From an optimization exercise on the open Yosys and OpenROAD flow, aimed at small area, a short achievable clock period and few clock cycles; shortcuts taken in it are not production practice.
Function was checked by simulation only, so behaviour that the tests miss may differ from the original.
Power is estimated from default activity; no workload was simulated.

==> flow/design.v <==
module omd_round (
    input  wire               sign,
    input  wire signed [13:0] exp,
    input  wire        [54:0] sig,
    output wire        [63:0] result
);
    wire signed [13:0] bexp = exp + 14'sd1023;
    wire signed [13:0] rsh_s = 14'sd1 - bexp;
    wire        [6:0]  rsh = (bexp >= 14'sd1) ? 7'd0 :
                             (rsh_s > 14'sd60) ? 7'd60 : rsh_s[6:0];
    wire [109:0] ext = {sig, 55'd0} >> rsh;
    wire [54:0]  ssig = {ext[109:56], ext[55] | (|ext[54:0])};
    wire [10:0]  efield = (bexp >= 14'sd1) ? bexp[10:0] : 11'd0;
    wire [62:0]  pk = {efield, ssig[53:2]};
    wire lsb   = ssig[2];
    wire guard = ssig[1];
    wire stk   = ssig[0];
    wire inc   = guard & (stk | lsb);
    wire [62:0] rounded = pk + {62'd0, inc};
    wire ovf = (bexp >= 14'sd2047);
    assign result = ovf ? {sign, 11'h7ff, 52'd0} : {sign, rounded};
endmodule
module omd_fadd (
    input  wire [63:0] a,
    input  wire [63:0] b,
    input  wire        sub,
    output reg  [63:0] result
);
    localparam [63:0] QNAN = 64'h7ff8_0000_0000_0000;
    wire        sa = a[63];
    wire        sb = b[63] ^ sub;
    wire [10:0] ea = a[62:52];
    wire [10:0] eb = b[62:52];
    wire [51:0] fa = a[51:0];
    wire [51:0] fb = b[51:0];
    wire a_nan  = (ea == 11'h7ff) && (fa != 52'd0);
    wire b_nan  = (eb == 11'h7ff) && (fb != 52'd0);
    wire a_inf  = (ea == 11'h7ff) && (fa == 52'd0);
    wire b_inf  = (eb == 11'h7ff) && (fb == 52'd0);
    wire a_zero = (ea == 11'd0) && (fa == 52'd0);
    wire b_zero = (eb == 11'd0) && (fb == 52'd0);
    wire        swap = (b[62:0] > a[62:0]);
    wire        s_big = swap ? sb : sa;
    wire        s_sml = swap ? sa : sb;
    wire [10:0] e_big = swap ? eb : ea;
    wire [10:0] e_sml = swap ? ea : eb;
    wire [52:0] m_big = swap ? {eb != 11'd0, fb} : {ea != 11'd0, fa};
    wire [52:0] m_sml = swap ? {ea != 11'd0, fa} : {eb != 11'd0, fb};
    wire [10:0] x_big = (e_big == 11'd0) ? 11'd1 : e_big;
    wire [10:0] x_sml = (e_sml == 11'd0) ? 11'd1 : e_sml;
    wire [10:0] diff  = x_big - x_sml;
    wire [6:0]   dsh  = (diff > 11'd60) ? 7'd60 : diff[6:0];
    wire [111:0] bext = {m_sml, 3'b000, 56'd0} >> dsh;
    wire [55:0]  opa  = {m_big, 3'b000};
    wire [55:0]  opb  = {bext[111:57], bext[56] | (|bext[55:0])};
    wire        eff_sub = s_big ^ s_sml;
    wire [56:0] sum = eff_sub ? ({1'b0, opa} - {1'b0, opb}) : ({1'b0, opa} + {1'b0, opb});
    reg [6:0] lz;
    integer i;
    always @* begin
        lz = 7'd57;
        for (i = 0; i <= 56; i = i + 1)
            if (sum[i]) lz = 7'd56 - i[6:0];
    end
    wire [56:0] norm = sum << lz;
    wire signed [13:0] rexp = $signed({3'b000, x_big}) - 14'sd1023 + 14'sd1 - $signed({7'd0, lz});
    wire [54:0] rsig = {norm[56:3], |norm[2:0]};
    wire [63:0] rounded;
    omd_round u_round (
        .sign  (s_big),
        .exp   (rexp),
        .sig   (rsig),
        .result(rounded)
    );
    always @* begin
        if (a_nan || b_nan || (a_inf && b_inf && (sa != sb)))
            result = QNAN;
        else if (a_inf)
            result = {sa, 11'h7ff, 52'd0};
        else if (b_inf)
            result = {sb, 11'h7ff, 52'd0};
        else if (a_zero && b_zero)
            result = {sa & sb, 63'd0};
        else if (sum == 57'd0)
            result = 64'd0;
        else
            result = rounded;
    end
endmodule
module omd_fmul (
    input  wire        clk,
    input  wire        rst,
    input  wire        start,
    input  wire [63:0] a,
    input  wire [63:0] b,
    output reg         done,
    output reg  [63:0] result
);
    localparam [63:0] QNAN = 64'h7ff8_0000_0000_0000;
    localparam [1:0] S_IDLE = 2'd0,
                     S_RUN  = 2'd1,
                     S_FIN  = 2'd2;
    wire        sr = a[63] ^ b[63];
    wire [10:0] ea = a[62:52];
    wire [10:0] eb = b[62:52];
    wire [51:0] fa = a[51:0];
    wire [51:0] fb = b[51:0];
    wire a_nan  = (ea == 11'h7ff) && (fa != 52'd0);
    wire b_nan  = (eb == 11'h7ff) && (fb != 52'd0);
    wire a_inf  = (ea == 11'h7ff) && (fa == 52'd0);
    wire b_inf  = (eb == 11'h7ff) && (fb == 52'd0);
    wire a_zero = (ea == 11'd0) && (fa == 52'd0);
    wire b_zero = (eb == 11'd0) && (fb == 52'd0);
    wire [52:0] ma = {ea != 11'd0, fa};
    wire [52:0] mb = {eb != 11'd0, fb};
    wire [10:0] xa = (ea == 11'd0) ? 11'd1 : ea;
    wire [10:0] xb = (eb == 11'd0) ? 11'd1 : eb;
    reg  [1:0]         state;
    reg  [5:0]         count;
    reg  [52:0]        mcand;      
    reg  [52:0]        mplier;     
    reg  [52:0]        hi;         
    reg  [52:0]        lo;         
    reg                sign_r;
    reg  signed [13:0] exp_r;
    reg  [1:0]         special;    
    wire [53:0] psum = {1'b0, hi} + (mplier[0] ? {1'b0, mcand} : 54'd0);
    always @(posedge clk) begin
        if (rst) begin
            state <= S_IDLE;
            done  <= 1'b0;
        end else begin
            done <= 1'b0;
            case (state)
                S_IDLE: if (start) begin
                    mcand  <= ma;
                    mplier <= mb;
                    hi     <= 53'd0;
                    lo     <= 53'd0;
                    count  <= 6'd52;
                    sign_r <= sr;
                    exp_r  <= $signed({3'b000, xa}) + $signed({3'b000, xb}) - 14'sd2046 + 14'sd1;
                    if (a_nan || b_nan || (a_inf && b_zero) || (a_zero && b_inf))
                        special <= 2'd1;
                    else if (a_inf || b_inf)
                        special <= 2'd2;
                    else if (a_zero || b_zero)
                        special <= 2'd3;
                    else
                        special <= 2'd0;
                    state  <= S_RUN;
                end
                S_RUN: begin
                    hi     <= psum[53:1];
                    lo     <= {psum[0], lo[52:1]};
                    mplier <= {1'b0, mplier[52:1]};
                    count  <= count - 6'd1;
                    if (count == 6'd0)
                        state <= S_FIN;
                end
                S_FIN: begin
                    done  <= 1'b1;
                    state <= S_IDLE;
                end
                default: state <= S_IDLE;
            endcase
        end
    end
    wire [105:0] prod = {hi, lo};
    reg [6:0] lz;
    integer i;
    always @* begin
        lz = 7'd106;
        for (i = 0; i <= 105; i = i + 1)
            if (prod[i]) lz = 7'd105 - i[6:0];
    end
    wire [105:0] norm = prod << lz;
    wire signed [13:0] rexp = exp_r - $signed({7'd0, lz});
    wire [54:0] rsig = {norm[105:52], |norm[51:0]};
    wire [63:0] rounded;
    omd_round u_round (
        .sign  (sign_r),
        .exp   (rexp),
        .sig   (rsig),
        .result(rounded)
    );
    always @* begin
        case (special)
            2'd1:    result = QNAN;
            2'd2:    result = {sign_r, 11'h7ff, 52'd0};
            2'd3:    result = {sign_r, 63'd0};
            default: result = rounded;
        endcase
    end
endmodule
module omd_fdiv (
    input  wire        clk,
    input  wire        rst,
    input  wire        start,
    input  wire [63:0] a,
    input  wire [63:0] b,
    output reg         done,
    output wire [63:0] result
);
    localparam [63:0] QNAN = 64'h7ff8_0000_0000_0000;
    localparam [1:0] S_IDLE = 2'd0,
                     S_RUN  = 2'd1,
                     S_FIN  = 2'd2;
    wire        sr = a[63] ^ b[63];
    wire [10:0] ea = a[62:52];
    wire [10:0] eb = b[62:52];
    wire [51:0] fa = a[51:0];
    wire [51:0] fb = b[51:0];
    wire a_nan  = (ea == 11'h7ff) && (fa != 52'd0);
    wire b_nan  = (eb == 11'h7ff) && (fb != 52'd0);
    wire a_inf  = (ea == 11'h7ff) && (fa == 52'd0);
    wire b_inf  = (eb == 11'h7ff) && (fb == 52'd0);
    wire a_zero = (ea == 11'd0) && (fa == 52'd0);
    wire b_zero = (eb == 11'd0) && (fb == 52'd0);
    wire [52:0] ma = {ea != 11'd0, fa};
    wire [52:0] mb = {eb != 11'd0, fb};
    wire [10:0] xa = (ea == 11'd0) ? 11'd1 : ea;
    wire [10:0] xb = (eb == 11'd0) ? 11'd1 : eb;
    reg [5:0] lza, lzb;
    integer i;
    always @* begin
        lza = 6'd53;
        lzb = 6'd53;
        for (i = 0; i <= 52; i = i + 1) begin
            if (ma[i]) lza = 6'd52 - i[5:0];
            if (mb[i]) lzb = 6'd52 - i[5:0];
        end
    end
    wire [52:0] na = ma << lza;
    wire [52:0] nb = mb << lzb;
    wire signed [13:0] qexp = ($signed({3'b000, xa}) - $signed({8'd0, lza}))
                            - ($signed({3'b000, xb}) - $signed({8'd0, lzb}));
    reg  [1:0]         state;
    reg  [5:0]         count;
    reg  [54:0]        rem;
    reg  [52:0]        dvs;
    reg  [55:0]        quo;
    reg                sign_r;
    reg  signed [13:0] exp_r;
    reg  [1:0]         special;    
    wire [55:0] rdiff = {1'b0, rem} - {3'b000, dvs};
    wire        qbit  = ~rdiff[55];
    always @(posedge clk) begin
        if (rst) begin
            state <= S_IDLE;
            done  <= 1'b0;
        end else begin
            done <= 1'b0;
            case (state)
                S_IDLE: if (start) begin
                    rem     <= {2'b00, na};
                    dvs     <= nb;
                    quo     <= 56'd0;
                    count   <= 6'd55;
                    sign_r  <= sr;
                    exp_r   <= qexp;
                    if (a_nan || b_nan || (a_zero && b_zero) || (a_inf && b_inf))
                        special <= 2'd1;
                    else if (a_inf || b_zero)
                        special <= 2'd2;
                    else if (a_zero || b_inf)
                        special <= 2'd3;
                    else
                        special <= 2'd0;
                    state   <= S_RUN;
                end
                S_RUN: begin
                    quo <= {quo[54:0], qbit};
                    rem <= qbit ? {rdiff[53:0], 1'b0} : {rem[53:0], 1'b0};
                    count <= count - 6'd1;
                    if (count == 6'd0)
                        state <= S_FIN;
                end
                S_FIN: begin
                    done  <= 1'b1;
                    state <= S_IDLE;
                end
                default: state <= S_IDLE;
            endcase
        end
    end
    wire        sticky = (rem != 55'd0);
    wire [54:0] rsig = quo[55] ? {quo[55:2], (|quo[1:0]) | sticky} : {quo[54:1], quo[0] | sticky};
    wire signed [13:0] rexp = quo[55] ? exp_r : exp_r - 14'sd1;
    wire [63:0] rounded;
    omd_round u_round (
        .sign  (sign_r),
        .exp   (rexp),
        .sig   (rsig),
        .result(rounded)
    );
    assign result = (special == 2'd1) ? QNAN :
                    (special == 2'd2) ? {sign_r, 11'h7ff, 52'd0} :
                    (special == 2'd3) ? {sign_r, 63'd0} :
                    rounded;
endmodule
module omd_fpu (
    input  wire        clk,
    input  wire        rst,
    input  wire        in_valid,
    output wire        in_ready,
    input  wire [1:0]  op,
    input  wire [63:0] a,
    input  wire [63:0] b,
    output reg         out_valid,
    output reg  [63:0] result
);
    localparam [1:0] OP_ADD = 2'd0,
                     OP_SUB = 2'd1,
                     OP_MUL = 2'd2,
                     OP_DIV = 2'd3;
    localparam [1:0] S_IDLE = 2'd0,
                     S_EXEC = 2'd1,
                     S_WAIT = 2'd2;
    reg  [1:0]  state;
    reg  [1:0]  op_r;
    reg  [63:0] a_r;
    reg  [63:0] b_r;
    assign in_ready = (state == S_IDLE);
    wire [63:0] add_res;
    wire [63:0] mul_res;
    wire [63:0] div_res;
    wire        div_done;
    omd_fadd u_fadd (
        .a     (a_r),
        .b     (b_r),
        .sub   (op_r == OP_SUB),
        .result(add_res)
    );
    wire        mul_done;
    omd_fmul u_fmul (
        .clk   (clk),
        .rst   (rst),
        .start (state == S_EXEC && op_r == OP_MUL),
        .a     (a_r),
        .b     (b_r),
        .done  (mul_done),
        .result(mul_res)
    );
    omd_fdiv u_fdiv (
        .clk   (clk),
        .rst   (rst),
        .start (state == S_EXEC && op_r == OP_DIV),
        .a     (a_r),
        .b     (b_r),
        .done  (div_done),
        .result(div_res)
    );
    always @(posedge clk) begin
        if (rst) begin
            state     <= S_IDLE;
            out_valid <= 1'b0;
            result    <= 64'd0;
        end else begin
            out_valid <= 1'b0;
            case (state)
                S_IDLE: if (in_valid) begin
                    op_r  <= op;
                    a_r   <= a;
                    b_r   <= b;
                    state <= S_EXEC;
                end
                S_EXEC: begin
                    if (op_r == OP_MUL || op_r == OP_DIV) begin
                        state <= S_WAIT;
                    end else begin
                        result    <= add_res;
                        out_valid <= 1'b1;
                        state     <= S_IDLE;
                    end
                end
                S_WAIT: if (mul_done || div_done) begin
                    result    <= mul_done ? mul_res : div_res;
                    out_valid <= 1'b1;
                    state     <= S_IDLE;
                end
                default: state <= S_IDLE;
            endcase
        end
    end
endmodule
==> flow/run.sh <==
#!/bin/bash
# synth_recipe.tcl (not shown) runs the flow's synth.tcl, then flattens the netlist and writes it again
# the make line also repeats each setting of config.mk as NAME=value (left out here)
make -C /OpenROAD-flow-scripts/flow DESIGN_CONFIG=/design/flow/config.mk WORK_HOME=/design/flow/orfs CLKGATE_MAP_FILE= SYNTH_SCRIPT=/design/flow/synth_recipe.tcl finish
==> flow/config.mk <==
export PLATFORM = sky130hd
export DESIGN_NAME = omd_fpu
export DESIGN_NICKNAME = omd_fpu
export VERILOG_FILES = /design/flow/design.v
export SDC_FILE = /design/flow/constraint.sdc
export NUM_CORES = 4
export LEC_CHECK = 0
export CAP_MARGIN = 20
export CORE_MARGIN = 2
export CORE_UTILIZATION = 35
export PLACE_DENSITY = 0.5
export SLEW_MARGIN = 20
==> flow/constraint.sdc <==
create_clock -name core_clock -period 27.0 [get_ports {clk}]
set_input_delay 5.4000 -clock core_clock [delete_from_list [all_inputs] [get_ports {clk}]]
set_output_delay 5.4000 -clock core_clock [all_outputs]
set_load 0.01 [all_outputs]
==> metrics.md <==
| Metric | Value |
|---|---|
| Grt ovf | `0` |
| Die area | `roughly 0.27 mm2` |
| Syn nets | `about 13000` |
| Crit Path Class | `flip-flop to flip-flop` |
| Die Y | `~520 um` |
| Final hold violations | `0` |
| Max-cap viol count | `0` |
| # DRC | `0` |
| FF+latch count, synth | `roughly 630` |
| First-pass GRT wire length | `about 760000 um` |
| DR pass1 iterations | `27` |
| Top Metal Used | `met5` |
| Element type at the critical path start | `flip-flop` |
| Routed len/inst | `approximately 34 um` |
| Synth Area in Simple Gates | `between 20% and 30%` |
| Worst Path Arrival | `roughly 27 ns` |
| Final period util | `96.2%` |
| Predominant post-synthesis flop cell | `edfxtp_1` |
| Sum Neg Setup Slack | `0 ns` |
| H-tree Lvls | `3` |
| RePlAce Congestion | `1.07` |
| Global Route Usage Sum | `a little under two fifths` |
| RSZ-0062 raised after global routing | `no` |
| DRT Wirelength | `about 540000 um` |
| Maximum VDD drop | `just under 60 uV` |
| WL met2 | `around 230000 um` |
| Core area | `between 0.2 and 0.3 mm2` |
| Cell mode on critical path | `a21oi_1` |
| Design Power | `roughly 7.5 mW` |
| Worst path bufs/invs | `10` |
| Rows | `around 190` |
| Crit-path max cell delay | `approximately 0.78 ns` |
| Met1 WL | `about 220000 um` |
| Mean Syn Cell Area | `~7.4 um2` |
| Clock root cell | `clkbuf_16` |
| Critical-path top delay cell | `a21oi_1` |
| Nets | `12900` |
| Dpl hpwl | `between 400000 and 500000 um` |
| Layout cells sized above 1 | `9.53%` |
| Final Critical Period | `25.98 ns` |
| Pins Over Slew Limit | `0` |
| CTS Buf Count | `83` |
| Rel. slew slack | `between 10 and 15%` |
| CTS tree | `done` |
| Initial antenna violation count | `22` |
| Critical path's top delay family | `compound AO/OA/AOI/OAI gates` |
| Placement-stage cell area | `0.100 mm2` |
| WL met3 | `approximately 52000 um` |
| Clock-pin slew on the worst setup and hold paths | `roughly 0.07 ns` |
| Via count | `~110k` |
| Vias per inst | `between 6 and 7` |
| Power density over the cells | `~72 mW/mm2` |
| Compound-Gate Fraction of Synth Area | `~28%` |
| Worst-skew pair later-pin latency | `~0.84 ns` |
| F_max | `0.0385 GHz` |
| Warnings from Yosys | `4` |
| Crit. End Element | `flip-flop` |
| Pre-CTS setup slack | `approximately 1.3 ns` |
| Detail Route Antenna Nets | `0` |
| Asr flop ratio synth | `0%` |
| # clock sinks | `~630` |
| XOR/XNOR share of the synthesized area | `3.71%` |
| DR iter-0 viols | `about 15000` |
| Post-synthesis cell area | `~0.093 mm2` |
| I/O Buffers | `just under 200` |
| Mapped Cells | `about 13000` |
| Design area | `0.103 mm2` |
| Synth-to-Final Area Change | `10.7%` |
| Worst Path Required | `27.68 ns` |
| Die Wd | `~520 um` |
| Clock skew | `around 0.061 ns` |
| Post-synth EDFFs | `between 500 and 600` |
| Largest family of logic cells by synthesized area | `compound AO/OA/AOI/OAI gates` |
| Initial core utilization | `a little over a third` |
| Setup WS post-layout | `between 1 and 1.5 ns` |
| Sequential share of the synthesized area | `19.3%` |
| Slew at the pin with the worst max-slew slack | `1.28 ns` |
| Vias in the first global route | `~100k` |
| I/O pins | `about 200` |
| Endpoints failing setup | `0` |
| Leakage power | `around 40 nW` |
| Largest net degree at the start of global routing | `approximately 160` |
| Clock Path Buffers | `4` |
| Min-Delay Path Class | `flip-flop to flip-flop` |
| Synth Area in Adders | `5.20%` |
| Status | `finished clean` |
| Mux share of post-synthesis cell area | `between 10% and 20%` |
| Number of library cell types mapped by synthesis | `roughly 140` |
| Largest fanout on the critical path | `35` |
==> cell usage after synthesis (120+ instances only) <==
cell type	number	area (um2)
mux2i_1	1019	10200
a21oi_1	866	4330
ha_1	375	4690
xor2_1	136	1190
nand3_1	327	1640
nor4_1	143	895
nand2_1	1361	5110
and2_1	222	1390
a211oi_1	258	1940
nor2_1	1233	4630
nor3_1	471	2360
clkbuf_1	699	2620
nand4_1	155	970
a31oi_1	147	920
o211ai_1	243	1820
inv_1	502	1880
o21ai_0	721	3610
mux2_2	137	1540
edfxtp_1	552	16600
a22oi_1	120	901
o22ai_1	221	1380
xnor2_1	253	2220
and3_1	122	763
==> logic make-up after synthesis <==
logic type	Yosys count
and+or+nand+nor	4575
AOI/OAI and AO/OA	3911
buffers and inverters	1476
muxes	1201
DFF	625
xor gates and xnor gates	392
adders and majority gates	383
other	1
==> worst reg2reg max path: cells and delay by family (launching register included) <==
| family | cells | cell delay [ns] |
|---|---|---|
| DFF | 1 | 0.77 |
| adders and majority gates | 6 | 1.98 |
| AOI/OAI and AO/OA | 41 | 10.98 |
| buffers and inverters | 10 | 1.95 |
| muxes | 3 | 0.93 |
| xor gates and xnor gates | 2 | 0.20 |
| and+or+nand+nor | 32 | 9.02 |
==> layout by cell type, fill, tap and decap left out, types with 221 or more instances in the layout <==
cell / netlist / routed
edfxtp_1: 552 / 552
mux2i_1: 1019 / 1017
xnor2_1: 253 / 253
nand2_1: 1361 / 1356
inv_1: 502 / 500
o22ai_1: 221 / 221
nor2_1: 1233 / 1218
nand3_1: 327 / 322
o21ai_0: 721 / 702
ha_1: 375 / 372
buf_4: 26 / 532
nor3_1: 471 / 463
a211oi_1: 258 / 255
and2_1: 222 / 221
o211ai_1: 243 / 243
a21oi_1: 866 / 856
==> state kept, by name, indices dropped and copies added, names as in the netlist, 55 cells and up <==
register / cells
u_fdiv.rem: 55
b_r: 64
u_fdiv.quo: 56
a_r: 64
result: 64
==> per-layer routing <==
layer	up-vias	GRT usage, %
met3	1543	8.58
met4	14	23.0
met1	52500	48.8
met5	-	0
met2	6423	58.3
li1	47100	-
==> what timing repair did <==
item / in CTS / in global routing
setup endpoints to repair: 0 / 60
resized for setup: 0 / 7
buffers inserted: 0 / 10
hold buffers: 0 / 0
==> final timing paths <==
check / start / end / slack, ns / cells past startpoint
max: a_r[36] / result[51] / 1.02 / 94
min: result[20] / result[20] / 0.45 / 2
max reg2reg: a_r[36] / result[51] / 1.02 / 94
min reg2reg: result[20] / result[20] / 0.45 / 2
==> stage by stage <==
| step | std cells | hold slack (ns) | util, % |
|---|---|---|---|
| finish | 16000 | 0.453 | 39.0 |
| global route | 16000 | 0.486 | 38.9 |
| CTS | 16000 | 0.456 | 38.9 |
| detailed placement | 15900 | 0.448 | 37.8 |
| global placement | 15900 | 0.447 | 37.8 |
| floorplan | 12600 | 0.421 | - |
==> power by group <==
part / internal, mW / leakage [nW] / total [mW] / switching [mW]
Clock: 0.740 / 1.42 / 1.23 / 0.492
Combinational: 1.52 / 32.1 / 5.06 / 3.54
Sequential: 1.10 / 5.65 / 1.18 / 0.0747
Total: 3.36 / 39.1 / 7.47 / 4.11
==> area by class of cell <==
class	instances	area (um2)
antenna	12	30.0
timing repair buffer	741	6140
tap	3533	4420
sequential	625	18000
fill	27800	162000
clock buffer	96	2200
multi-input combinational	10500	69800
clock inverter	50	714
inverter	518	1960
Testbench counts, summed over its fixed seeds: cycles 78,059.

## what the ideal ports hide
The flow's constraints put no driver on any port. The routed layout listed below was extracted and timed again, unchanged, in two steps. Step 1 (the two cells are an assumption about what drives the block):
set clk [get_ports {clk}]
set_driving_cell -lib_cell sky130_fd_sc_hd__clkbuf_16 $clk
set_driving_cell -lib_cell sky130_fd_sc_hd__buf_2 [delete_from_list [all_inputs] $clk]
Step 2 adds t to the input delays and takes it off the output delays; t is the mean of the earliest and latest rising clock arrival at the registers after step 1. Input paths then give back, and output paths get back, about the clock's delay inside the block. Three values: ideal ports, drivers, drivers and shift; two values: the first two.
t, ns: 0.897
setup slack, ns: 1.021 / 1.021 / 1.021
clock arrival spread, ns: 0.063 / 0.063
cell pins on the clock port's net: 1
After both steps setup and hold are still met in this run. For this run, drivers alone change the setup slack by 0.000 ns; drivers and shift together by 0.000 ns.
